Source: an optimization exercise on an open RTL-to-GDS flow (aim: small area, a short achievable clock period and few clock cycles per item). Production flows keep margins and buffers that such runs may drop.
RTL that was checked went through simulation tests only; none was proved equivalent to the original.
Power figures rest on the tool's default switching activity, not on a simulated workload.

==> flow/design.v <==
module pola_codec (
    input  wire        clk,
    input  wire        rst,
    input  wire        dec_in_valid,
    output wire        dec_in_ready,
    input  wire [11:0] dec_code,
    output reg         dec_out_valid,
    output wire [31:0] dec_sample,
    input  wire        enc_in_valid,
    output wire        enc_in_ready,
    input  wire [31:0] enc_sample,
    output reg         enc_out_valid,
    output reg  [11:0] enc_code
);
    assign dec_in_ready = 1'b1;
    assign enc_in_ready = 1'b1;
    integer i;
    reg        dv_r, ev_r;
    reg [11:0] code_r;
    reg [31:0] samp_r;
    always @(posedge clk) begin
        if (rst) begin
            dv_r <= 1'b0;
            ev_r <= 1'b0;
        end else begin
            dv_r <= dec_in_valid;
            ev_r <= enc_in_valid;
        end
        code_r <= dec_code;
        samp_r <= enc_sample;
    end
    wire        c11 = code_r[11];
    wire [11:0] a   = {code_r[10:0] ^ {11{~c11}}, 1'b1};
    wire        inc = c11 | ~code_r[10];
    wire        s8 = ~|a[11:4];
    wire [11:0] a1 = s8 ? {a[3:0], 8'd0} : a;
    wire        s4 = ~|a1[11:8];
    wire [11:0] a2 = s4 ? {a1[7:0], 4'd0} : a1;
    wire        s2 = ~|a2[11:10];
    wire [11:0] a3 = s2 ? {a2[9:0], 2'd0} : a2;
    wire        s1 = ~a3[11];
    wire [11:0] an = s1 ? {a3[10:0], 1'b0} : a3;
    reg  [11:0] low;
    reg         cy, zb;
    always @(*) begin
        cy = 1'b0;
        zb = 1'b1;
        for (i = 0; i < 12; i = i + 1) begin
            low[i] = an[i] ^ (inc & (cy | zb & an[i]));
            cy     = an[i] & (cy | zb);
            zb     = zb & ~an[i];
        end
        cy = cy & inc;
    end
    wire        sp = inc & (&a);
    wire [3:0]  nl = ~{s8, s4, s2, s1};                     
    wire [3:0]  ex = {nl[3] ^ (~|nl[2:0]), nl[2] ^ (~|nl[1:0]),
                      nl[1] ^ ~nl[0], ~nl[0] | sp};
    wire [30:0] dec_mag = {4'b0111, ex,
                           an[10:1] & {10{~sp}}, (an[0] | cy) & ~sp, low};
    wire        sg = samp_r[31];
    wire [7:0]  e  = samp_r[30:23];
    wire [22:0] f  = samp_r[22:0];
    wire        big = e[7] | (&e[6:0]);                     
    wire        mid = ~e[7] & (&e[6:4]) & (|e[3:2] | (&e[1:0])) & ~(&e[3:0]);
    wire        nzn = (e[6:3] == 4'b1101) | (e[6:0] == 7'd103 - 7'd1) & (|f);
    wire [3:0]  j   = ~e[3:0];
    reg  [25:0] sh;
    reg         st;
    always @(*) begin
        sh = {1'b1, f, 2'b00};
        st = 1'b0;
        if (j[3]) begin st = st | (|sh[7:0]); sh = {8'd0, sh[25:8]}; end
        if (j[2]) begin st = st | (|sh[3:0]); sh = {4'd0, sh[25:4]}; end
        if (j[1]) begin st = st | (|sh[1:0]); sh = {2'd0, sh[25:2]}; end
        if (j[0]) begin st = st | sh[0];      sh = {1'd0, sh[25:1]}; end
    end
    wire [23:0] z    = sh[24:1];
    wire        g    = sh[0];
    wire [11:0] A    = z[12:1];
    wire [10:0] Bz   = z[23:13];
    wire        incp = z[0] & (g | st | z[1]);
    wire        q    = z[0] | (g & st);
    reg  [11:0] X;
    reg         c, gt;
    always @(*) begin
        c = incp & ~sg;
        for (i = 0; i < 12; i = i + 1) begin
            X[i] = A[i] ^ c;
            c    = c & A[i];
        end
        gt = sg ? q : 1'b1;
        for (i = 0; i < 12; i = i + 1)
            gt = (i < 11) ? ((X[i] & ~Bz[i]) | ((X[i] | ~Bz[i]) & gt))
                          : (X[i] | gt);
        gt = gt | c;
    end
    wire        d = ~gt;
    reg  [11:0] r;
    reg         b;
    always @(*) begin
        b = d;
        for (i = 0; i < 11; i = i + 1) begin
            r[i] = Bz[i] ^ b ^ sg;
            b    = b & ~Bz[i];
        end
        r[11] = ~b ^ sg;
    end
    wire [11:0] enc_c = big ? {12{~sg}} :
                        mid ? r :
                        {~(sg & nzn), {11{sg & nzn}}};
    reg  [30:0] dmag_r;
    reg         dsgn_r;
    always @(posedge clk) begin
        if (rst) begin
            dec_out_valid <= 1'b0;
            enc_out_valid <= 1'b0;
        end else begin
            dec_out_valid <= dv_r;
            enc_out_valid <= ev_r;
        end
        dsgn_r   <= ~c11;
        dmag_r   <= dec_mag;
        enc_code <= enc_c;
    end
    assign dec_sample = {dsgn_r, dmag_r};
endmodule
Settings: LEC_CHECK=0, CAP_MARGIN=20, CORE_MARGIN=2, CORE_UTILIZATION=40, SLEW_MARGIN=20; clock period 60.0 ns.
standard.sh (not shown) runs the stock make flow with config.mk's settings and CLKGATE_MAP_FILE= SYNTH_SCRIPT=/design/flow/synth_recipe.tcl, a recipe that flattens the netlist after the stock synthesis.
==> flow/flow/run.sh <==
#!/bin/bash
# Own layout flow: the standard ORFS flow (standard.sh) with two changes:
#  - synthesis is the standard one except that abc maps with flow/abc.script
#    (area-oriented, no buffering/upsizing); register names and cells are
#    those of the standard synthesis;
#  - the port buffers that global placement inserts on every input and output
#    are sky130_fd_sc_hd__buf_1 cells.
# All tool output goes to flow_make.log here and to ORFS's own logs under orfs/logs.
set -euo pipefail
W=$(pwd)
export OWN_ABC_SCRIPT="$W/flow/abc.script"
export BUFFER_PORTS_ARGS="-buffer_cell sky130_fd_sc_hd__buf_1"
bash "$W/standard.sh" SYNTH_SCRIPT="$W/flow/synth.tcl" finish > "$W/flow_make.log" 2>&1
==> flow/flow/abc.script <==
strash
dc2
&get -n
&dch -f
&nf -R 1000 -a
&put
==> flow/flow/synth.tcl <==
# Standard synthesis (synth_recipe.tcl) with one change: abc maps with the
# area-oriented script in flow/abc.script instead of ORFS's abc_area/abc_speed
# script (no buffering or upsizing against a 60 ps target).
proc synth {args} { yosys synth -nofsm -noshare {*}$args }
proc abc {args} {
  set i [lsearch -exact $args -script]
  if { $i >= 0 } { lset args [expr { $i + 1 }] $::env(OWN_ABC_SCRIPT) }
  yosys abc {*}$args
}
source $::env(SCRIPTS_DIR)/synth.tcl
# left out here: clear keep_hierarchy, flatten, clean up, hide names made inside functions, write 1_2_yosys.v
Change:
--- a/flow/design.v
+++ b/flow/design.v
@@ -62,9 +62,10 @@
     wire [7:0]  e  = samp_r[30:23];
     wire [22:0] f  = samp_r[22:0];
     wire        big = e[7] | (&e[6:0]);                     
     wire        mid = ~e[7] & (&e[6:4]) & (|e[3:2] | (&e[1:0])) & ~(&e[3:0]);
-    wire        nzn = (e[6:3] == 4'b1101) | (e[6:0] == 7'd103 - 7'd1) & (|f);
+    wire        nzn = (&e[6:4]) | (e[6:3] == 4'b1101) | (e[6:0] == 7'd103) |
+                      ((e[6:0] == 7'd102) & (|f));
     wire [3:0]  j   = ~e[3:0];
     reg  [25:0] sh;
     reg         st;
     always @(*) begin
After rerunning:
- core utilization is lower by 1.3 points
- routed wire length stays flat
- die area is higher by 0.90%
- sequential power stays flat
- power is lower by 4.4%
- combinational power barely changes
- final cell count is higher by 2.7%
- final area is higher by 0.45%
- clock-buffer cell count is higher by 2
Testbench counts after the change, summed over its fixed seeds: cycles 16,016, items 32,000.
The RTL of the first run of this note was laid out without a check of its function.

## afterwards: timing with drivers on the ports
The flow's constraints put no driver on any port. The routed layouts listed below were extracted and timed again, unchanged, in two steps. Step 1 sets driving cells, clkbuf_16 on the clock port and buf_2 on the other inputs (assumed; they add their load-dependent delay and slew). Step 2 times the ports against the registers' clock, not the clock port: input delays grow and output delays shrink by t, the midpoint of the rising clock arrivals with the driver on. a / b / c = no drivers / after step 1 / after step 2; a / b = the first two.
run	t, ns	setup slack, ns	worst setup path at the end	worst slew at a driven data input, ns
the first run	0.396	47.141 / 47.107 / 47.503	register to output	0.06
the second run	0.386	47.164 / 47.133 / 47.519	register to output	0.04
After both steps setup and hold are still met in every run listed.
